This design comes from an exercise in tuning for small area on the open sky130 flow, not from production work.
At most, simulation tests tie the RTL to the original design; equivalence was not proved.
No functional check of the RTL was part of run 1.
Power figures rest on the tool's default switching activity, not on a simulated workload. No driver is modelled on the clock port, so clocking that relies on it looks cheaper here than on a real chip.

## flow/design.v (module list and top-level ports; edited modules follow where they fit)
// module gamma_rom_r: 30 lines
// module gamma_rom_g: 203 lines
// module gamma_rom_b: 227 lines
// module gc_a21o_1: 3 lines
// module gc_a21oi_1: 3 lines
// module gc_a221o_1: 3 lines
// module gc_a311oi_1: 3 lines
// module gc_a31oi_1: 3 lines
// module gc_a32o_1: 3 lines
// module gc_a32oi_1: 3 lines
// module gc_and2_1: 3 lines
// module gc_clkinv_1: 3 lines
// module gc_nand2_1: 3 lines
// module gc_nand3_1: 3 lines
// module gc_nand4_1: 3 lines
// module gc_nor2_1: 3 lines
// module gc_o2111a_1: 3 lines
// module gc_o21a_1: 3 lines
// module gc_o21ai_0: 3 lines
// module gc_o22a_1: 3 lines
// module gc_o22ai_1: 3 lines
// module gc_o311a_1: 3 lines
// module gc_o311ai_0: 3 lines
// module gc_o31a_1: 3 lines
// module gc_or2_1: 3 lines
// module gc_or3_1: 3 lines
// module gc_xnor2_1: 3 lines
// module gc_xor2_1: 3 lines
// module led_encoder: 143 lines
// module ring_bit: 11 lines
// module dec_and: 7 lines
// module dec_nor: 7 lines
module led_encoder (
    input  wire       clk,
    input  wire       rst,         
    input  wire       wr_en,       
    input  wire [5:0] wr_idx,
    input  wire       wr_gamma,    
    input  wire [7:0] wr_r,
    input  wire [7:0] wr_g,
    input  wire [7:0] wr_b,
    input  wire       update,      
    output wire       ready,       
    output wire       line_en,     
    output wire       line         
);
  // ...
==> flow/flow/run.sh <==
#!/bin/bash
# The standard layout flow, with clock tree synthesis arguments of its own
# (larger sink clusters, no dummy clock loads) and the smallest buffer on
# the ports.
export CTS_ARGS="-sink_clustering_enable -repair_clock_nets -sink_clustering_size 30 -sink_clustering_max_diameter 60 -dont_use_dummy_load"
export BUFFER_PORTS_ARGS="-buffer_cell sky130_fd_sc_hd__buf_1"
bash standard.sh > standard.log 2>&1
==> flow/standard.sh <==
#!/bin/bash
# synth_recipe.tcl (not shown) runs the flow's synth.tcl, then flattens the netlist and writes it again
# the make line also repeats each setting of config.mk as NAME=value (left out here)
make -C /OpenROAD-flow-scripts/flow DESIGN_CONFIG=/design/flow/config.mk WORK_HOME=/design/flow/orfs CLKGATE_MAP_FILE= SYNTH_SCRIPT=/design/flow/synth_recipe.tcl "${@:-finish}"
==> flow/config.mk <==
export PLATFORM = sky130hd
export DESIGN_NAME = led_encoder
export DESIGN_NICKNAME = led_encoder
export VERILOG_FILES = /design/flow/design.v
export SDC_FILE = /design/flow/constraint.sdc
export NUM_CORES = 4
export LEC_CHECK = 0
export CAP_MARGIN = 20
export CORE_MARGIN = 2
export CORE_UTILIZATION = 65
export SLEW_MARGIN = 20
export SYNTH_HIERARCHICAL = 1
export SYNTH_MINIMUM_KEEP_SIZE = 0
==> flow/constraint.sdc <==
create_clock -name core_clock -period 20.0 [get_ports {clk}]
set_input_delay 4.0000 -clock core_clock [delete_from_list [all_inputs] [get_ports {clk}]]
set_output_delay 4.0000 -clock core_clock [all_outputs]
set_load 0.01 [all_outputs]
==> key figures, run 1 <==
Setup path
  • R2r endpoint: rd[468]
  • Critical path buffer and inverter count: 6
  • CP Max Fanout: 17

Pwr
  • Int Power: 5330 µW
  • Clock group: 1660 µW

Die
  • Core Region: 71400 µm²
  • Die height: 272 µm

Synth
  • Adder-Cell Fraction of Synth Area: 0.797%
  • Distinct cell type count after synthesis: 60
  • Ys async rst share: 0%
  • Number of synthesized register bits: 1679
  • Number of synthesized flops with an enable pin: 24

Finish
  • Multi-input logic area: 12500 µm²
  • Clock network share of area: 3.78%
  • Non-clk bufs: 161
  • Data buffer area share: 2.12%

Status
  • Outcome: no timing/DRC/antenna violations

CTS
  • CTS tree: built
  • Max H-tree Level: 3

Place
  • Placed cell areas: 49100 µm²
  • DP HPWL: 85.3 mm
  • GP Congestion: 0.894

Routing
  • WL met1: 54.1 mm
  • Metal2 WL: 64.6 mm

STA
  • Final worst slack: 10.17 ns

Global route
  • GR Layer Usage met2: 59.4%
==> module led_encoder, before the edit <==
module led_encoder (
    input  wire       clk,
    input  wire       rst,         
    input  wire       wr_en,       
    input  wire [5:0] wr_idx,
    input  wire       wr_gamma,    
    input  wire [7:0] wr_r,
    input  wire [7:0] wr_g,
    input  wire [7:0] wr_b,
    input  wire       update,      
    output wire       ready,       
    output wire       line_en,     
    output wire       line         
);
    localparam integer L = 64;
    wire [7:0] gam_r, gam_g, gam_b;
    gamma_rom_r u_gam_r (.idx(wr_r), .val(gam_r));
    gamma_rom_g u_gam_g (.idx(wr_g), .val(gam_g));
    gamma_rom_b u_gam_b (.idx(wr_b), .val(gam_b));
    wire [23:0] wdata = wr_gamma ? {gam_g, gam_r, gam_b} : {wr_g, wr_r, wr_b};
    reg        in_flight;
    reg  [5:0] phase;       
    reg  [2:0] bit_cnt;     
    reg  [4:0] byte_cnt;    
    reg  [6:0] grp;         
    assign ready   = ~in_flight;
    assign line_en = in_flight;
    wire last_bit  = (bit_cnt == 3'd7);
    wire last_byte = (byte_cnt == 5'd23);
    wire last_grp  = (grp == 7'd66);
    always @(posedge clk) begin
        if (rst) begin
            in_flight <= 1'b0;
            phase     <= 6'd0;
        end else begin
            phase <= phase + 6'd1;
            if (!in_flight) begin
                if (update)
                    in_flight <= 1'b1;
            end else if (last_bit && last_byte && last_grp) begin
                in_flight <= 1'b0;
            end
        end
    end
    always @(posedge clk) begin
        if (!in_flight) begin
            bit_cnt  <= 3'd0;
            byte_cnt <= 5'd0;
            grp      <= 7'd0;
        end else begin
            bit_cnt <= bit_cnt + 3'd1;
            if (last_bit) begin
                if (last_byte) begin
                    byte_cnt <= 5'd0;
                    grp      <= grp + 7'd1;
                end else begin
                    byte_cnt <= byte_cnt + 5'd1;
                end
            end
        end
    end
    reg  [24*L-1:0] rd;        
    reg  [L-1:0]    rf;        
    reg         del_v;         
    reg  [5:0]  del_idx;
    reg  [23:0] del_d;
    wire       wr_ok  = wr_en & ~in_flight;
    wire [5:0] wpos   = wr_idx + phase;              
    wire       cur_go = wr_ok & ~wpos[0];
    wire [5:0] dpos   = del_idx + phase;             
    wire       del_go = del_v & ~(wr_ok & (wr_idx == del_idx));
    always @(posedge clk) begin
        del_v   <= wr_ok & wpos[0] & ~rst;
        del_idx <= wr_idx;
        del_d   <= wdata;
    end
    wire [7:0] cdec_hi = cur_go ? (8'd1 << wpos[5:3]) : 8'd0;
    wire [3:0] cdec_lo = 4'd1 << wpos[2:1];
    wire [7:0] ddec_hi = del_go ? (8'd1 << dpos[5:3]) : 8'd0;
    wire [3:0] ddec_lo = 4'd1 << dpos[2:1];
    wire [23:0] wdata_n = ~wdata;
    wire [23:0] del_d_n = ~del_d;
    genvar p;
    generate
        for (p = 0; p < L; p = p + 1) begin : g_ring
            localparam integer N = (p + 1) % L;
            if (p % 2 == 0) begin : g_w
                localparam integer R = p / 2;
                wire selc, seld, keep;
                dec_and  u_dc (.a(cdec_hi[R / 4]), .b(cdec_lo[R % 4]), .y(selc));
                dec_and  u_dd (.a(ddec_hi[R / 4]), .b(ddec_lo[R % 4]), .y(seld));
                dec_nor  u_dk (.a(selc), .b(seld), .y(keep));
                wire [23:0] sc = ((p / 2) % 2 == 0) ? wdata : wdata_n;
                wire [23:0] sd = ((p / 2) % 2 == 0) ? del_d : del_d_n;
                wire [23:0] nxt;
                genvar b;
                for (b = 0; b < 24; b = b + 1) begin : g_bit
                    ring_bit u_st (.q(rd[24*p + b]), .keep(keep), .dc(sc[b]), .selc(selc),
                                   .dd(sd[b]), .seld(seld), .y(nxt[b]));
                end
                always @(posedge clk) begin
                    rd[24*N +: 24] <= nxt;
                    rf[N] <= ~rst & (selc | seld | rf[p]);
                end
            end else begin : g_p
                always @(posedge clk) begin
                    rd[24*N +: 24] <= rd[24*p +: 24];
                    rf[N] <= ~rst & rf[p];
                end
            end
        end
    endgenerate
    reg  [23:0] cur;
    reg         cur_f;
    reg         nxt_f;
    wire [5:0] cap_pos  = grp[5:0] + phase;
    wire       pass_nxt = in_flight & (cap_pos == 6'd0) & byte_cnt[4];
    wire       pass_cur = in_flight & (cap_pos == 6'd1) & (byte_cnt[4:3] == 2'b01);
    always @(posedge clk) begin
        if (pass_nxt) begin
            cur[23:8] <= rd[23:8];
            nxt_f     <= rf[0];
        end
        if (pass_cur)
            cur[7:0] <= rd[7:0];
    end
    always @(posedge clk) begin
        if (rst || !in_flight)
            cur_f <= 1'b0;
        else if (last_bit && last_byte)
            cur_f <= (pass_nxt ? rf[0] : nxt_f) & ~grp[6];    
    end
    wire cur_bit = cur[5'd23 - byte_cnt];
    reg  sym_bit;
    always @(*) begin
        case (bit_cnt)
            3'd0, 3'd1, 3'd2: sym_bit = 1'b1;
            3'd3, 3'd4:       sym_bit = cur_bit;
            default:          sym_bit = 1'b0;
        endcase
    end
    assign line = cur_f & sym_bit;
endmodule
==> run 2: changes to the inputs <==
--- a/flow/design.v
+++ b/flow/design.v
@@ -596,6 +596,7 @@
     end
     reg  [24*L-1:0] rd;        
     reg  [L-1:0]    rf;        
+    reg         rst_d;         
     reg         del_v;         
     reg  [5:0]  del_idx;
     reg  [23:0] del_d;
@@ -605,6 +606,7 @@
     wire [5:0] dpos   = del_idx + phase;             
     wire       del_go = del_v & ~(wr_ok & (wr_idx == del_idx));
     always @(posedge clk) begin
+        rst_d   <= rst;
         del_v   <= wr_ok & wpos[0] & ~rst;
         del_idx <= wr_idx;
         del_d   <= wdata;
@@ -635,12 +637,12 @@
                 end
                 always @(posedge clk) begin
                     rd[24*N +: 24] <= nxt;
-                    rf[N] <= ~rst & (selc | seld | rf[p]);
+                    rf[N] <= ~rst & (selc | seld | (rf[p] & ~rst_d));
                 end
             end else begin : g_p
                 always @(posedge clk) begin
                     rd[24*N +: 24] <= rd[24*p +: 24];
-                    rf[N] <= ~rst & rf[p];
+                    rf[N] <= rf[p];
                 end
             end
         end
==> key figures, run 2 <==
Status
  • Outcome: no timing/DRC/antenna violations (unchanged)

STA
  • Hold Slack: 0.237 ns (was 0.264 ns)
  • Final slew viol count: 0 (unchanged)
  • RSZ-0062 raised after global routing: no (unchanged)
  • Minimum clock period after layout: 9.24 ns (was 9.83 ns)
  • Setup violators final: 0 (unchanged)
  • Final Skew: 0.109 ns (was 0.116 ns)
  • Maximum achievable frequency: 0.108 GHz (was 0.102 GHz)
  • Fin crit share: 46.2% (was 49.1%)
  • Slew HR: 18.7% (was 18.2%)
  • Final hold violations: 0 (unchanged)
  • Setup TNS: 0 ns (unchanged)
  • Tightest Pin Transition: 1.22 ns (was 1.23 ns)

Finish
  • Most common cell after layout, fill and taps aside: dfxtp_1 (unchanged)
  • Final Non-Filler Cells: 4540 (was 4559)
  • Regs by FF count: rd (1536), rf (64) (unchanged)
  • Nets: 3655 (was 3674)
  • Synthesis-to-finish area growth: 9.34% (was 9.05%)
  • Most frequent cells in the layout: dfxtp_1, a222oi_1, nor2_1 (unchanged)
  • Area occupied by registers: 33900 µm² (about the same)
  • Layout cells sized above 1: 7.52% (was 6.71%)
  • Most flops, register: rd (unchanged)
  • Multi-input logic area: 12400 µm² (was 12500 µm²)
  • Diode count: 0 (unchanged)
  • Fill cells: 4744 (was 4758)
  • Max reg flops: 1536 (unchanged)

Setup path
  • CP delay by family, top: simple AND/OR/NAND/NOR gates (unchanged)
  • Critical path required time: 20.46 ns (was 20.54 ns)
  • CP startpoint kind: primary input (unchanged)
  • Crit. End Element: flip-flop (unchanged)
  • Most used cell, CP: nor2_1 (unchanged)
  • Crit-path slowest cell: inv_1 (was buf_1)
  • Critical path buffer and inverter count: 8 (was 6)
  • Setup CP Type: primary input to flip-flop (unchanged)
  • CP Max Fanout: 17 (unchanged)
  • Crit path DAT: 9.71 ns (was 10.37 ns)
  • Max stage delay on crit path: 0.47 ns (was 0.57 ns)

Die
  • Initial Util: 65.5% (was 65.6%)
  • Core Region: 71400 µm² (unchanged)
  • Die X: 272 µm (about the same)
  • Die height: 272 µm (about the same)
  • DIE AREA: 74000 µm² (was 74200 µm²)
  • Ports: 38 (unchanged)
  • Rows: 98 (unchanged)

CTS
  • Insertion delay to the later sink of the worst-skew pair: 0.68 ns (about the same)
  • Cts bufs inserted: 78 (was 77)
  • CTS root buf: clkbuf_16 (unchanged)
  • Cells resized by post-CTS repair: 0 (unchanged)
  • Setup bufs post-CTS: 0 (unchanged)
  • CTS tree: built (unchanged)
  • Clk buf depth: 3 (unchanged)
  • Post-cts hold buffer count: 0 (unchanged)
  • Sink Count: 1680 (was 1679)
  • CTS clk-pin slew, worst paths: 0.11 ns (was 0.10 ns)
  • Max H-tree Level: 3 (unchanged)

Pwr
  • Worst VDD drop: 92.6 µV (was 98.9 µV)
  • P_leak: 0.0196 µW (about the same)
  • Total Power: 7010 µW (was 6990 µW)
  • PwrDens: 137 nW/µm² (about the same)

Routing
  • Drt via density: 7.46 (was 7.37)
  • DRC violations left: 0 (unchanged)
  • Routed Antenna Nets: 0 (unchanged)
  • 1st-iter DRT viols: 8630 (was 8217)
  • Vias: 33900 (was 33600)
  • Routed WL: 148 mm (was 144 mm)
  • First drt pass iteration count: 12 (was 14)
  • WL per Instance: 32.6 µm (was 31.7 µm)

Global route
  • Largest net degree at the start of global routing: 44 (was 75)
  • First-pass GRT wire length: 218 mm (was 212 mm)
  • Vias in the first global route: 33700 (was 33400)
  • Initial antenna violation count: 0 (was 4)
  • Grt total ovfl: 0 (unchanged)
  • Gr usage total: 39.0% (was 37.7%)

Synth
  • Synth cell count leaders: dfxtp_1, a222oi_1, nor2_1, inv_1, nand2_1 (unchanged)
  • Syn Inst Count: 3356 (was 3389)
  • Ys async rst share: 0% (unchanged)
  • Dominant synthesized flop cell: dfxtp_1 (unchanged)
  • Seq/Total Area, Yosys: 72.5% (was 72.3%)
  • Mapped Avg Cell Area: 13.9 µm² (was 13.8 µm²)
  • Synth area leader: dfxtp_1 (unchanged)
  • Number of synthesized flops with an enable pin: 24 (unchanged)
  • Syn Nets: 3419 (was 3452)
  • Distinct cell type count after synthesis: 62 (was 60)
  • Synth Warn #: 7 (unchanged)
  • Synth top area cells: dfxtp_1, a222oi_1, nor2_1, edfxtp_1, and2_1 (unchanged)
  • Synth Cell Area: 46700 µm² (was 46800 µm²)
  • Top-count cell post-synth: dfxtp_1 (unchanged)
  • Number of synthesized register bits: 1680 (was 1679)
  • Yosys top cell area share: 71.0% (was 70.8%)

Worst hold path
  • Hold Crit Class: flip-flop to flip-flop (unchanged)

Place
  • Placed Cells: 4460 (was 4481)
  • GP Congestion: 0.924 (was 0.894)
  • DP HPWL: 86.9 mm (was 85.3 mm)
  • Port bufs: 37 (unchanged)

Flow run
  • Max Cap Viol: 0 (unchanged)
-- run 2: cell count changes in the layout (fill, tap and decap cells not counted), sizes merged, moves of 2 or more --
cell    previous run  this run
nor2             204       200
nor3              49        16
a211oi             4        36
inv              119       121
buf              159       172
a311oi             1         3
nor2b             34         2
-- run 2: cell families (layout without fill, tap and decap cells) --
| family | after synthesis | after routing | share of synthesized area [%] |
|---|---|---|---|
| muxes | 37 | 37 | 1.00 |
| DFF | 1680 | 1680 | 72.5 |
| buffers and inverters | 140 | 374 | 1.18 |
| adders and majority gates | 28 | 28 | 0.798 |
| AOI/OAI and AO/OA | 961 | 961 | 19.2 |
| xor gates and xnor gates | 40 | 40 | 0.766 |
| and+or+nand+nor | 470 | 470 | 4.55 |
-- run 2: worst register-to-register path, delay by kind of cell (launching register included) --
kind | cells | cell delay [ns]
buffers and inverters | 2 | 0.71
xor gates and xnor gates | 1 | 0.32
adders and majority gates | 1 | 0.30
DFF | 1 | 0.55
and+or+nand+nor | 3 | 1.39
AOI/OAI and AO/OA | 5 | 1.05
-- run 2: per-layer routing --
metal | part of all wire, % | global-route usage [%] | wire, µm | vias to the layer above
met4 | 3.6 | 14.6 | 5270 | 0
met3 | 14 | 9.25 | 21300 | 370
met1 | 38 | 53.9 | 55800 | 16600
met5 | 0 | 0 | 0 | -
met2 | 44 | 59.9 | 65700 | 2837
li1 | - | - | - | 14100
-- run 2: layout make-up --
type,instances,share of cell area (%)
multi-input cells,1536,24.3
repair buffers,174,2.34
inverters,122,0.897
well taps,950,2.33
flip-flops and latches,1680,66.3
clock buffers,78,3.82
-- run 2: path summary, 6_finish.rpt --
path         slack [ns]      end      from  depth (start not counted)
max               10.76  rd[796]   wr_b[4]                         32
min                0.24  rd[740]   rd[716]                          0
max reg2reg       15.51  rd[754]  phase[1]                         12
min reg2reg        0.24  rd[740]   rd[716]                          0
-- run 2: stage by stage --
step | util (%) | setup slack (ns) | instance area [µm²]
after floorplan | - | 11.51 | 46700
after global placement | 68.8 | 10.35 | 49100
after detailed placement | 68.8 | 10.26 | 49100
after CTS | 71.5 | 10.94 | 51000
after global routing | 71.6 | 10.23 | 51100
final | 71.6 | 10.76 | 51100
-- run 2: modules after synthesis (local to each module, per instance), a selection --
module       flip-flops and latches  cell area (µm²)  copies in the design
gc_o2111a_1                       0             11.3                     1
gc_nand4_1                        0             6.26                     7
gc_o31a_1                         0             8.76                     1
gc_and2_1                         0             6.26                     4
gc_o22ai_1                        0             6.26                    10
gc_a221o_1                        0             10.0                     2
gc_nor2_1                         0             3.75                   111
gc_a311oi_1                       0             8.76                     1
gc_a21oi_1                        0             8.76                     2
-- run 2: where the power goes --
group	internal [µW]	switching (µW)	total [µW]
Combinational	399	406	805
Sequential	4240	299	4540
Clock	700	969	1670
==> run 3: changes to the inputs <==
==> flow/flow/run.sh (replaced) <==
#!/bin/bash
# The standard layout flow, with clock tree synthesis arguments of its own
# (larger sink clusters, no dummy clock loads) and the smallest buffer on
# the ports.
export CTS_ARGS="-sink_clustering_enable -repair_clock_nets -sink_clustering_size 32 -sink_clustering_max_diameter 65 -dont_use_dummy_load"
export BUFFER_PORTS_ARGS="-buffer_cell sky130_fd_sc_hd__buf_1"
bash standard.sh > standard.log 2>&1
==> key figures, run 3 <==
Status
  • Outcome: no timing/DRC/antenna violations (unchanged)

STA
  • Final hold violations: 0 (unchanged)
  • Final Skew: 0.138 ns (was 0.109 ns)
  • Fin crit share: 46.1% (was 46.2%)
  • Final slew viol count: 0 (unchanged)
  • RSZ-0062 raised after global routing: no (unchanged)
  • Tightest Pin Transition: 1.23 ns (was 1.22 ns)
  • Setup TNS: 0 ns (unchanged)
  • Hold Slack: 0.240 ns (was 0.237 ns)
  • Setup violators final: 0 (unchanged)
  • Slew HR: 18.0% (was 18.7%)
  • Maximum achievable frequency: 0.108 GHz (about the same)
  • Minimum clock period after layout: 9.23 ns (was 9.24 ns)

Routing
  • Routed Antenna Nets: 0 (unchanged)
  • Vias: 33700 (was 33900)
  • First drt pass iteration count: 15 (was 12)
  • WL per Instance: 32.5 µm (was 32.6 µm)
  • 1st-iter DRT viols: 8276 (was 8630)
  • Routed WL: 147 mm (was 148 mm)
  • DRC violations left: 0 (unchanged)
  • Drt via density: 7.44 (was 7.46)

Global route
  • Vias in the first global route: 33100 (was 33700)
  • First-pass GRT wire length: 215 mm (was 218 mm)
  • Grt total ovfl: 0 (unchanged)
  • Largest net degree at the start of global routing: 44 (unchanged)
  • Gr usage total: 38.4% (was 39.0%)
  • Initial antenna violation count: 0 (unchanged)

Synth
  • Mapped Avg Cell Area: 13.9 µm² (unchanged)
  • Synth top area cells: dfxtp_1, a222oi_1, nor2_1, edfxtp_1, and2_1 (unchanged)
  • Number of synthesized register bits: 1680 (unchanged)
  • Yosys top cell area share: 71.0% (unchanged)
  • Distinct cell type count after synthesis: 62 (unchanged)
  • Dominant synthesized flop cell: dfxtp_1 (unchanged)
  • Synth Warn #: 7 (unchanged)
  • Top-count cell post-synth: dfxtp_1 (unchanged)
  • Synth area leader: dfxtp_1 (unchanged)
  • Synth cell count leaders: dfxtp_1, a222oi_1, nor2_1, inv_1, nand2_1 (unchanged)
  • Syn Inst Count: 3356 (unchanged)
  • Synth Cell Area: 46700 µm² (unchanged)
  • Seq/Total Area, Yosys: 72.5% (unchanged)
  • Number of synthesized flops with an enable pin: 24 (unchanged)
  • Ys async rst share: 0% (unchanged)
  • Syn Nets: 3419 (unchanged)

Flow run
  • Max Cap Viol: 0 (unchanged)

Finish
  • Nets: 3637 (was 3655)
  • Synthesis-to-finish area growth: 8.40% (was 9.34%)
  • Diode count: 0 (unchanged)
  • Final Non-Filler Cells: 4522 (was 4540)
  • Fill cells: 4830 (was 4744)
  • Most frequent cells in the layout: dfxtp_1, a222oi_1, nor2_1 (unchanged)
  • Most common cell after layout, fill and taps aside: dfxtp_1 (unchanged)
  • Regs by FF count: rd (1536), rf (64) (unchanged)
  • Most flops, register: rd (unchanged)
  • Max reg flops: 1536 (unchanged)
  • Layout cells sized above 1: 7.05% (was 7.52%)

Place
  • Port bufs: 37 (unchanged)
  • Placed Cells: 4460 (unchanged)
  • GP Congestion: 0.924 (unchanged)
  • DP HPWL: 86.9 mm (unchanged)

CTS
  • Clk buf depth: 3 (unchanged)
  • Cts bufs inserted: 61 (was 78)
  • Setup bufs post-CTS: 0 (unchanged)
  • Max H-tree Level: 2 (was 3)
  • Insertion delay to the later sink of the worst-skew pair: 0.71 ns (was 0.68 ns)
  • Sink Count: 1680 (unchanged)
  • CTS root buf: clkbuf_16 (unchanged)
  • Post-cts hold buffer count: 0 (unchanged)
  • CTS clk-pin slew, worst paths: 0.11 ns (about the same)
  • Cells resized by post-CTS repair: 0 (unchanged)
  • CTS tree: built (unchanged)

Pwr
  • Total Power: 6820 µW (was 7010 µW)
  • Sequential cell fraction of total power: 66.5% (was 64.7%)
  • P_leak: 0.0194 µW (was 0.0196 µW)
  • Int Power: 5190 µW (was 5340 µW)
  • PwrDens: 135 nW/µm² (was 137 nW/µm²)
  • Worst VDD drop: 101 µV (was 92.6 µV)
  • Sw Ratio: 23.9% (about the same)
  • Clock power frac: 21.7% (was 23.8%)
  • Sw Pwr: 1630 µW (was 1670 µW)
  • Gate power share: 11.8% (was 11.5%)

Setup path
  • CP Max Fanout: 17 (unchanged)
  • Most used cell, CP: nor2_1 (unchanged)
  • Critical path required time: 20.49 ns (was 20.46 ns)
  • Setup CP Type: primary input to flip-flop (unchanged)
  • R2r setup slk: 15.48 ns (was 15.51 ns)
  • CP startpoint kind: primary input (unchanged)
  • Crit. End Element: flip-flop (unchanged)
  • Crit-path slowest cell: inv_1 (unchanged)
  • Max stage delay on crit path: 0.47 ns (about the same)
  • Crit path DAT: 9.72 ns (was 9.71 ns)

Die
  • DIE AREA: 74000 µm² (unchanged)
  • Die height: 272 µm (unchanged)
  • Rows: 98 (unchanged)
  • Die X: 272 µm (unchanged)
  • Core Region: 71400 µm² (unchanged)
  • Initial Util: 65.5% (unchanged)
  • Ports: 38 (unchanged)

Worst hold path
  • Hold Crit Class: flip-flop to flip-flop (unchanged)
==> run 3: cell counts after synthesis <==
Identical to the previous run, type by type.
==> run 3: routing by layer <==
layer | track usage [%] | up-vias | part of all wire [%]
li1 | - | 14000 | -
met1 | 52.7 | 16500 | 38
met2 | 59.5 | 2770 | 44
met3 | 9.33 | 413 | 14
met4 | 14.2 | 2 | 4.0
met5 | 0.385 | - | 0.027
==> run 3: logic make-up after synthesis <==
group                    count (synthesis)  share of synthesized area [%]
flip-flops                            1680                           72.5
multiplexers                            37                           1.00
buffers and inverters                  140                           1.18
AO/OA/AOI/OAI                          961                           19.2
adder cells (fa/ha/maj)                 28                          0.798
XOR/XNOR                                40                          0.766
AND/OR/NAND/NOR                        470                           4.55
==> run 3: modules after synthesis (local to each module, per instance), a selection <==
module / cells / flops+latches / copies in the design
gc_a21oi_1: 1 / 0 / 2
gc_nand3_1: 1 / 0 / 30
gc_o22a_1: 1 / 0 / 1
gc_o311a_1: 1 / 0 / 1
gc_nor2_1: 1 / 0 / 111
gc_nand4_1: 1 / 0 / 7
gc_o2111a_1: 1 / 0 / 1
dec_nor: 1 / 0 / 32
==> run 3: layout make-up <==
class	instances	area, µm²	area share [%]
multi-input combinational	1536	12400	24.5
inverter	122	458	0.904
clock buffer	61	1530	3.01
tap	950	1190	2.35
sequential	1680	33900	66.9
timing repair buffer	173	1180	2.33
==> run 3: path summary, 6_finish.rpt <==
check,start,end,depth (start not counted)
max,wr_b[4],rd[796],32
min,rd[601],rd[625],0
max reg2reg,phase[1],rd[754],12
min reg2reg,rd[601],rd[625],0
==> run 3: per-stage QoR <==
stage                     utilization, %  setup slack (ns)  cell area [µm²]
after floorplan                        -             11.51            46700
final                               71.0             10.77            50600
after global placement              68.8             10.35            49100
after global routing                71.0             10.26            50600
after detailed placement            68.8             10.26            49100
after CTS                           70.9             10.95            50600
==> run 3: power by group through the flow <==
stage	sequential (µW)	combinational [µW]	clock [µW]
5_1_grt	4590	845	1590
4_1_cts	4520	778	1470
6_report	4540	804	1480
3_5_place_dp	4580	770	0
2_1_floorplan	4460	541	0
3_3_place_gp	4550	741	0
==> run 3: critical path: cells and delay by family <==
family                 cells  cell delay [ns]
AOI/OAI and AO/OA          9             1.64
buffers and inverters      8             1.67
muxes                      1             0.13
and+or+nand+nor           14             2.26
==> module gamma_rom_r, before the edit <==
module gamma_rom_r (
    input  wire [7:0] idx,
    output wire [7:0] val
);
    wire new_n17, new_n18, new_n19, new_n20, new_n21, new_n22, new_n23, new_n26, new_n27, new_n28, new_n29, new_n31, new_n33, new_n34, new_n35, new_n38;
    gc_clkinv_1 g00 (.A(idx[6]), .Y(new_n17));
    gc_nand2_1 g01 (.A(idx[7]), .B(idx[0]), .Y(new_n18));
    gc_clkinv_1 g02 (.A(new_n18), .Y(new_n19));
    gc_nand3_1 g03 (.A(new_n19), .B(idx[2]), .C(idx[1]), .Y(new_n20));
    gc_nand2_1 g04 (.A(idx[4]), .B(idx[3]), .Y(new_n21));
    gc_nor2_1 g05 (.A(new_n21), .B(new_n20), .Y(new_n22));
    gc_nand3_1 g06 (.A(new_n22), .B(new_n17), .C(idx[5]), .Y(new_n23));
    gc_nand2_1 g07 (.A(new_n23), .B(new_n17), .Y(val[6]));
    gc_o21a_1 g08 (.A1(idx[5]), .A2(new_n22), .B1(new_n23), .X(val[5]));
    gc_nand2_1 g09 (.A(idx[6]), .B(idx[5]), .Y(new_n26));
    gc_nand2_1 g10 (.A(new_n22), .B(new_n26), .Y(new_n27));
    gc_clkinv_1 g11 (.A(new_n20), .Y(new_n28));
    gc_and2_1 g12 (.A(new_n28), .B(idx[3]), .X(new_n29));
    gc_o21a_1 g13 (.A1(idx[4]), .A2(new_n29), .B1(new_n27), .X(val[4]));
    gc_nor2_1 g14 (.A(idx[3]), .B(new_n28), .Y(new_n31));
    gc_o22ai_1 g15 (.A1(new_n26), .A2(new_n21), .B1(new_n31), .B2(new_n29), .Y(val[3]));
    gc_nor2_1 g16 (.A(new_n26), .B(new_n21), .Y(new_n33));
    gc_a31oi_1 g17 (.A1(new_n33), .A2(idx[2]), .A3(idx[1]), .B1(new_n18), .Y(new_n34));
    gc_nand2_1 g18 (.A(new_n34), .B(idx[1]), .Y(new_n35));
    gc_xnor2_1 g19 (.A(idx[2]), .B(new_n35), .Y(val[2]));
    gc_o21a_1 g20 (.A1(idx[1]), .A2(new_n19), .B1(new_n35), .X(val[1]));
    gc_nor2_1 g21 (.A(idx[7]), .B(idx[0]), .Y(new_n38));
    gc_nor2_1 g22 (.A(new_n38), .B(new_n34), .Y(val[0]));
    assign val[7] = idx[7];
endmodule
==> run 4: changes to the inputs <==
--- a/flow/design.v
+++ b/flow/design.v
@@ -1,31 +1,37 @@
 module gamma_rom_r (
     input  wire [7:0] idx,
+    input  wire       en,
     output wire [7:0] val
 );
-    wire new_n17, new_n18, new_n19, new_n20, new_n21, new_n22, new_n23, new_n26, new_n27, new_n28, new_n29, new_n31, new_n33, new_n34, new_n35, new_n38;
-    gc_clkinv_1 g00 (.A(idx[6]), .Y(new_n17));
-    gc_nand2_1 g01 (.A(idx[7]), .B(idx[0]), .Y(new_n18));
-    gc_clkinv_1 g02 (.A(new_n18), .Y(new_n19));
-    gc_nand3_1 g03 (.A(new_n19), .B(idx[2]), .C(idx[1]), .Y(new_n20));
-    gc_nand2_1 g04 (.A(idx[4]), .B(idx[3]), .Y(new_n21));
-    gc_nor2_1 g05 (.A(new_n21), .B(new_n20), .Y(new_n22));
-    gc_nand3_1 g06 (.A(new_n22), .B(new_n17), .C(idx[5]), .Y(new_n23));
-    gc_nand2_1 g07 (.A(new_n23), .B(new_n17), .Y(val[6]));
-    gc_o21a_1 g08 (.A1(idx[5]), .A2(new_n22), .B1(new_n23), .X(val[5]));
-    gc_nand2_1 g09 (.A(idx[6]), .B(idx[5]), .Y(new_n26));
-    gc_nand2_1 g10 (.A(new_n22), .B(new_n26), .Y(new_n27));
-    gc_clkinv_1 g11 (.A(new_n20), .Y(new_n28));
-    gc_and2_1 g12 (.A(new_n28), .B(idx[3]), .X(new_n29));
-    gc_o21a_1 g13 (.A1(idx[4]), .A2(new_n29), .B1(new_n27), .X(val[4]));
-    gc_nor2_1 g14 (.A(idx[3]), .B(new_n28), .Y(new_n31));
-    gc_o22ai_1 g15 (.A1(new_n26), .A2(new_n21), .B1(new_n31), .B2(new_n29), .Y(val[3]));
-    gc_nor2_1 g16 (.A(new_n26), .B(new_n21), .Y(new_n33));
-    gc_a31oi_1 g17 (.A1(new_n33), .A2(idx[2]), .A3(idx[1]), .B1(new_n18), .Y(new_n34));
-    gc_nand2_1 g18 (.A(new_n34), .B(idx[1]), .Y(new_n35));
-    gc_xnor2_1 g19 (.A(idx[2]), .B(new_n35), .Y(val[2]));
-    gc_o21a_1 g20 (.A1(idx[1]), .A2(new_n19), .B1(new_n35), .X(val[1]));
-    gc_nor2_1 g21 (.A(idx[7]), .B(idx[0]), .Y(new_n38));
-    gc_nor2_1 g22 (.A(new_n38), .B(new_n34), .Y(val[0]));
+    wire new_n18, new_n19, new_n20, new_n21, new_n22, new_n23, new_n24, new_n25, new_n26, new_n27, new_n29, new_n30, new_n32, new_n33, new_n34, new_n35, new_n37, new_n39, new_n40, new_n41, new_n44;
+    gc_clkinv_1 g00 (.A(idx[6]), .Y(new_n18));
+    gc_clkinv_1 g01 (.A(idx[4]), .Y(new_n19));
+    gc_nand2_1 g02 (.A(en), .B(idx[7]), .Y(new_n20));
+    gc_clkinv_1 g03 (.A(new_n20), .Y(new_n21));
+    gc_nand4_1 g04 (.A(new_n21), .B(idx[2]), .C(idx[1]), .D(idx[0]), .Y(new_n22));
+    gc_clkinv_1 g05 (.A(new_n22), .Y(new_n23));
+    gc_nand2_1 g06 (.A(new_n23), .B(idx[3]), .Y(new_n24));
+    gc_nor2_1 g07 (.A(new_n19), .B(new_n24), .Y(new_n25));
+    gc_and2_1 g08 (.A(new_n25), .B(idx[5]), .X(new_n26));
+    gc_clkinv_1 g09 (.A(new_n26), .Y(new_n27));
+    gc_nand2_1 g10 (.A(new_n27), .B(new_n18), .Y(val[6]));
+    gc_nor2_1 g11 (.A(idx[5]), .B(new_n25), .Y(new_n29));
+    gc_nor2_1 g12 (.A(idx[6]), .B(new_n27), .Y(new_n30));
+    gc_nor2_1 g13 (.A(new_n29), .B(new_n30), .Y(val[5]));
+    gc_nand2_1 g14 (.A(new_n24), .B(new_n19), .Y(new_n32));
+    gc_nor2_1 g15 (.A(new_n18), .B(new_n27), .Y(new_n33));
+    gc_nor2_1 g16 (.A(new_n24), .B(new_n33), .Y(new_n34));
+    gc_nand2_1 g17 (.A(new_n34), .B(idx[4]), .Y(new_n35));
+    gc_and2_1 g18 (.A(new_n35), .B(new_n32), .X(val[4]));
+    gc_nor2_1 g19 (.A(idx[3]), .B(new_n23), .Y(new_n37));
+    gc_nor2_1 g20 (.A(new_n37), .B(new_n34), .Y(val[3]));
+    gc_nand2_1 g21 (.A(new_n21), .B(idx[0]), .Y(new_n39));
+    gc_nor2_1 g22 (.A(new_n39), .B(new_n33), .Y(new_n40));
+    gc_nand2_1 g23 (.A(new_n40), .B(idx[1]), .Y(new_n41));
+    gc_xnor2_1 g24 (.A(idx[2]), .B(new_n41), .Y(val[2]));
+    gc_xor2_1 g25 (.A(idx[1]), .B(new_n40), .X(val[1]));
+    gc_nor2_1 g26 (.A(idx[0]), .B(new_n21), .Y(new_n44));
+    gc_nor2_1 g27 (.A(new_n44), .B(new_n40), .Y(val[0]));
     assign val[7] = idx[7];
 endmodule
 module gamma_rom_g (
@@ -549,10 +555,10 @@
 );
     localparam integer L = 64;
     wire [7:0] gam_r, gam_g, gam_b;
-    gamma_rom_r u_gam_r (.idx(wr_r), .val(gam_r));
+    gamma_rom_r u_gam_r (.idx(wr_r), .en(wr_gamma), .val(gam_r));    
     gamma_rom_g u_gam_g (.idx(wr_g), .val(gam_g));
     gamma_rom_b u_gam_b (.idx(wr_b), .val(gam_b));
-    wire [23:0] wdata = wr_gamma ? {gam_g, gam_r, gam_b} : {wr_g, wr_r, wr_b};
+    wire [23:0] wdata = {wr_gamma ? gam_g : wr_g, gam_r, wr_gamma ? gam_b : wr_b};
     reg        in_flight;
     reg  [5:0] phase;       
     reg  [2:0] bit_cnt;     
==> flow/flow/run.sh (replaced) <==
#!/bin/bash
# The standard layout flow, with clock tree synthesis arguments of its own
# (larger sink clusters, no dummy clock loads) and the smallest buffer on
# the ports.
export CTS_ARGS="-sink_clustering_enable -repair_clock_nets -sink_clustering_size 33 -sink_clustering_max_diameter 67 -dont_use_dummy_load"
export BUFFER_PORTS_ARGS="-buffer_cell sky130_fd_sc_hd__buf_1"
bash standard.sh > standard.log 2>&1
==> key figures, run 4 <==
Routing
  • 1st-iter DRT viols: 8109 (was 8276)
  • First drt pass iteration count: 13 (was 15)
  • Vias: 33400 (was 33700)
  • Drt via density: 7.42 (was 7.44)
  • WL per Instance: 32.1 µm (was 32.5 µm)
  • Routed Antenna Nets: 0 (unchanged)
  • Routed WL: 145 mm (was 147 mm)
  • DRC violations left: 0 (unchanged)

Synth
  • Syn Inst Count: 3358 (was 3356)
  • Synth top area cells: dfxtp_1, a222oi_1, nor2_1, edfxtp_1, and2_1 (unchanged)
  • Dominant synthesized flop cell: dfxtp_1 (unchanged)
  • Number of synthesized register bits: 1680 (unchanged)
  • Mapped Avg Cell Area: 13.9 µm² (about the same)
  • Top-count cell post-synth: dfxtp_1 (unchanged)
  • Number of synthesized flops with an enable pin: 24 (unchanged)
  • Syn Nets: 3421 (was 3419)
  • Distinct cell type count after synthesis: 58 (was 62)
  • Synth Cell Area: 46600 µm² (was 46700 µm²)
  • Synth cell count leaders: dfxtp_1, a222oi_1, nor2_1, inv_1, nand2_1 (unchanged)
  • Ys async rst share: 0% (unchanged)
  • Seq/Total Area, Yosys: 72.6% (was 72.5%)
  • Synth area leader: dfxtp_1 (unchanged)
  • Synth Warn #: 7 (unchanged)
  • Yosys top cell area share: 71.1% (was 71.0%)

Setup path
  • Most used cell, CP: nor2_1 (unchanged)
  • Setup CP Type: primary input to flip-flop (unchanged)
  • Crit path DAT: 10.12 ns (was 9.72 ns)
  • Reg2Reg Depth: 10 (was 12)
  • R2r setup slk: 15.51 ns (was 15.48 ns)
  • CP delay by family, top: simple AND/OR/NAND/NOR gates (unchanged)
  • CP Max Fanout: 17 (unchanged)
  • R2r endpoint: rd[380] (was rd[754])
  • Crit-path slowest cell: buf_1 (was inv_1)
  • R2r startpoint: phase[1] (unchanged)
  • Critical path buffer and inverter count: 7 (was 8)
  • Crit. End Element: flip-flop (unchanged)
  • Critical path required time: 20.48 ns (was 20.49 ns)
  • CP startpoint kind: primary input (unchanged)
  • Max stage delay on crit path: 0.52 ns (was 0.47 ns)

Place
  • Pre-CTS WS: 9.41 ns (was 10.26 ns)
  • Port bufs: 37 (unchanged)
  • DP HPWL: 84.9 mm (was 86.9 mm)
  • GP Congestion: 0.909 (was 0.924)

CTS
  • Cells resized by post-CTS repair: 0 (unchanged)
  • Post-cts hold buffer count: 0 (unchanged)
  • Clk buf depth: 3 (unchanged)
  • CTS tree: built (unchanged)
  • Sink Count: 1680 (unchanged)
  • CTS root buf: clkbuf_16 (unchanged)
  • Insertion delay to the later sink of the worst-skew pair: 0.71 ns (about the same)
  • Max H-tree Level: 2 (unchanged)
  • Setup bufs post-CTS: 0 (unchanged)
  • CTS clk-pin slew, worst paths: 0.11 ns (about the same)
  • Cts bufs inserted: 60 (was 61)

STA
  • Maximum achievable frequency: 0.104 GHz (was 0.108 GHz)
  • RSZ-0062 raised after global routing: no (unchanged)
  • Setup TNS: 0 ns (unchanged)
  • Final Skew: 0.114 ns (was 0.138 ns)
  • Setup violators final: 0 (unchanged)
  • Hold Slack: 0.260 ns (was 0.240 ns)
  • Final hold violations: 0 (unchanged)
  • Fin crit share: 48.2% (was 46.1%)
  • Tightest Pin Transition: 1.19 ns (was 1.23 ns)
  • Final slew viol count: 0 (unchanged)
  • Slew HR: 20.5% (was 18.0%)
  • Final worst slack: 10.36 ns (was 10.77 ns)
  • Minimum clock period after layout: 9.64 ns (was 9.23 ns)

Finish
  • Diode count: 0 (unchanged)
  • Multi-input logic area: 12400 µm² (about the same)
  • Synthesis-to-finish area growth: 8.29% (was 8.40%)
  • Most common cell after layout, fill and taps aside: dfxtp_1 (unchanged)
  • Fill cells: 4881 (was 4830)
  • Nets: 3621 (was 3637)
  • Post-layout util: 70.9% (was 71.0%)
  • Regs by FF count: rd (1536), rf (64) (unchanged)
  • Most flops, register: rd (unchanged)
  • Max reg flops: 1536 (unchanged)
  • Most frequent cells in the layout: dfxtp_1, a222oi_1, nor2_1 (unchanged)
  • Area occupied by registers: 33900 µm² (unchanged)
  • Layout cells sized above 1: 6.86% (was 7.05%)

Status
  • Outcome: no timing/DRC/antenna violations (unchanged)

Pwr
  • Clock power frac: 21.8% (was 21.7%)
  • Worst VDD drop: 100 µV (was 101 µV)
  • Total Power: 6770 µW (was 6820 µW)
  • Sw Pwr: 1600 µW (was 1630 µW)
  • PwrDens: 134 nW/µm² (was 135 nW/µm²)
  • Gate power share: 11.2% (was 11.8%)
  • Int Power: 5170 µW (was 5190 µW)
  • Sw Ratio: 23.6% (was 23.9%)
  • P_leak: 0.0194 µW (about the same)
  • Sequential cell fraction of total power: 67.0% (was 66.5%)

Die
  • Ports: 38 (unchanged)
  • DIE AREA: 73900 µm² (was 74000 µm²)
  • Die X: 272 µm (about the same)
  • Rows: 98 (unchanged)
  • Initial Util: 65.4% (was 65.5%)
  • Die height: 272 µm (about the same)
  • Core Region: 71200 µm² (was 71400 µm²)

Worst hold path
  • Hold path endpoint: rd[967] (was rd[625])
  • Hold Crit Class: flip-flop to flip-flop (unchanged)
  • Min-delay src: rd[943] (was rd[601])
  • Hold Path Cell Cnt: 0 (unchanged)

Flow run
  • Max Cap Viol: 0 (unchanged)

Global route
  • Largest net degree at the start of global routing: 44 (unchanged)
  • Vias in the first global route: 33300 (was 33100)
  • Grt total ovfl: 0 (unchanged)
  • First-pass GRT wire length: 213 mm (was 215 mm)
  • Initial antenna violation count: 1 (was 0)
  • Gr usage total: 37.9% (was 38.4%)
==> run 4: changes by cell type after synthesis, moves of 3 or more <==
cell and delta:
mux2i_1 -11, nand2_1 +5, nand2b_1 +3, nor2_1 +14
nor3_1 -6, o21a_1 -3, xnor2_1 -3, xor2_1 +4
==> run 4: final cells by class <==
class	instances	share of cell area (%)
well taps	950	2.35
flip-flops and latches	1680	67.1
multi-input cells	1537	24.6
clock buffers	60	2.97
repair buffers	155	2.06
inverters	124	0.922
==> run 4: layer usage <==
| layer | track usage (%) | part of all wire [%] | vias up |
|---|---|---|---|
| met2 | 59.7 | 45 | 2599 |
| met5 | 0 | 0.0062 | - |
| li1 | - | - | 14000 |
| met4 | 15.8 | 4.1 | 2 |
| met3 | 7.93 | 13 | 420 |
| met1 | 51.5 | 37 | 16500 |
==> run 4: power groups by stage <==
stage               clock (µW)  sequential [µW]  combinational (µW)
finish                    1480             4530                 762
floorplan                    0             4460                 535
CTS                       1470             4520                 741
global route              1580             4590                 805
detailed placement           0             4580                 733
global placement             0             4550                 709
==> run 4: how the worst max path moves through the flow <==
stage | start | to | cells after the start
2_1_floorplan | wr_b[4] | rd[1086] | 28
3_3_place_gp | wr_b[4] | rd[1469] | 28
3_5_place_dp | wr_b[4] | rd[701] | 28
4_1_cts | wr_b[4] | rd[701] | 28
5_1_grt | wr_b[4] | rd[700] | 31
6_report | wr_b[4] | rd[700] | 31
==> run 4: cell families after synthesis <==
kind of cell | share of synthesized area [%]
AOI/OAI and AO/OA | 19.2
xor gates and xnor gates | 0.786
adders and majority gates | 0.800
buffers and inverters | 1.15
DFF | 72.6
muxes | 0.792
and+or+nand+nor | 4.64
==> run 4: metrics by stage <==
step / cell area (µm²) / cells
after global routing: 50500 / 4506
after global placement: 48900 / 4444
final: 50500 / 4506
after floorplan: 46600 / 3358
after detailed placement: 48900 / 4444
after CTS: 50400 / 4504
==> run 4: worst register-to-register path, stage by stage (launching register included) <==
cell,delay [ns]
dfxtp_1,0.54
ha_1,0.29
a31o_2,0.24
a21oi_1,0.32
o21bai_1,0.10
a21oi_1,0.20
xnor2_1,0.21
nor3_1,0.38
and2_1,0.93
nor2_2,0.49
a222oi_1,0.62
==> run 4: modules after synthesis, one instance, submodules excluded, a selection <==
module,cells inside,times used,flip-flops and latches
gc_or2_1,1,1,0
gc_o311ai_0,1,4,0
gc_a21o_1,1,8,0
gc_o22ai_1,1,9,0
gc_or3_1,1,3,0
gc_clkinv_1,1,58,0
gc_o31a_1,1,1,0
gc_xnor2_1,1,3,0

## re-timing with driven ports
No port has a modelled driver above. Below, the same layouts with a new extraction and two added sets of constraints. Step 1 sets driving cells, clkbuf_16 on the clock port and buf_2 on the other inputs (assumed; they add their load-dependent delay and slew). Step 2, shift: input delay + t, output delay - t, t = (earliest + latest rising clock arrival at the registers) / 2. This alone moves slack from input paths to output paths. Slacks: ideal / step 1 / step 2; pairs: ideal / step 1.
| run | t, ns | setup WS [ns] | hold slack, ns | latest minus earliest clock arrival (ns) |
|---|---|---|---|---|
| run 1 | 0.690 | 10.173 / 10.216 / 9.526 | 0.264 / 0.264 / 0.264 | 0.118 / 0.117 |
| run 2 | 0.699 | 10.756 / 10.798 / 10.099 | 0.237 / 0.237 / 0.237 | 0.109 / 0.110 |
| run 3 | 0.708 | 10.774 / 10.816 / 10.108 | 0.240 / 0.240 / 0.240 | 0.140 / 0.140 |
| run 4 | 0.729 | 10.362 / 10.410 / 9.681 | 0.260 / 0.260 / 0.260 | 0.118 / 0.118 |
After both steps every run listed still meets setup and hold. For run 4, which loses most, drivers alone change the setup slack by +0.048 ns; drivers and shift together by -0.681 ns.
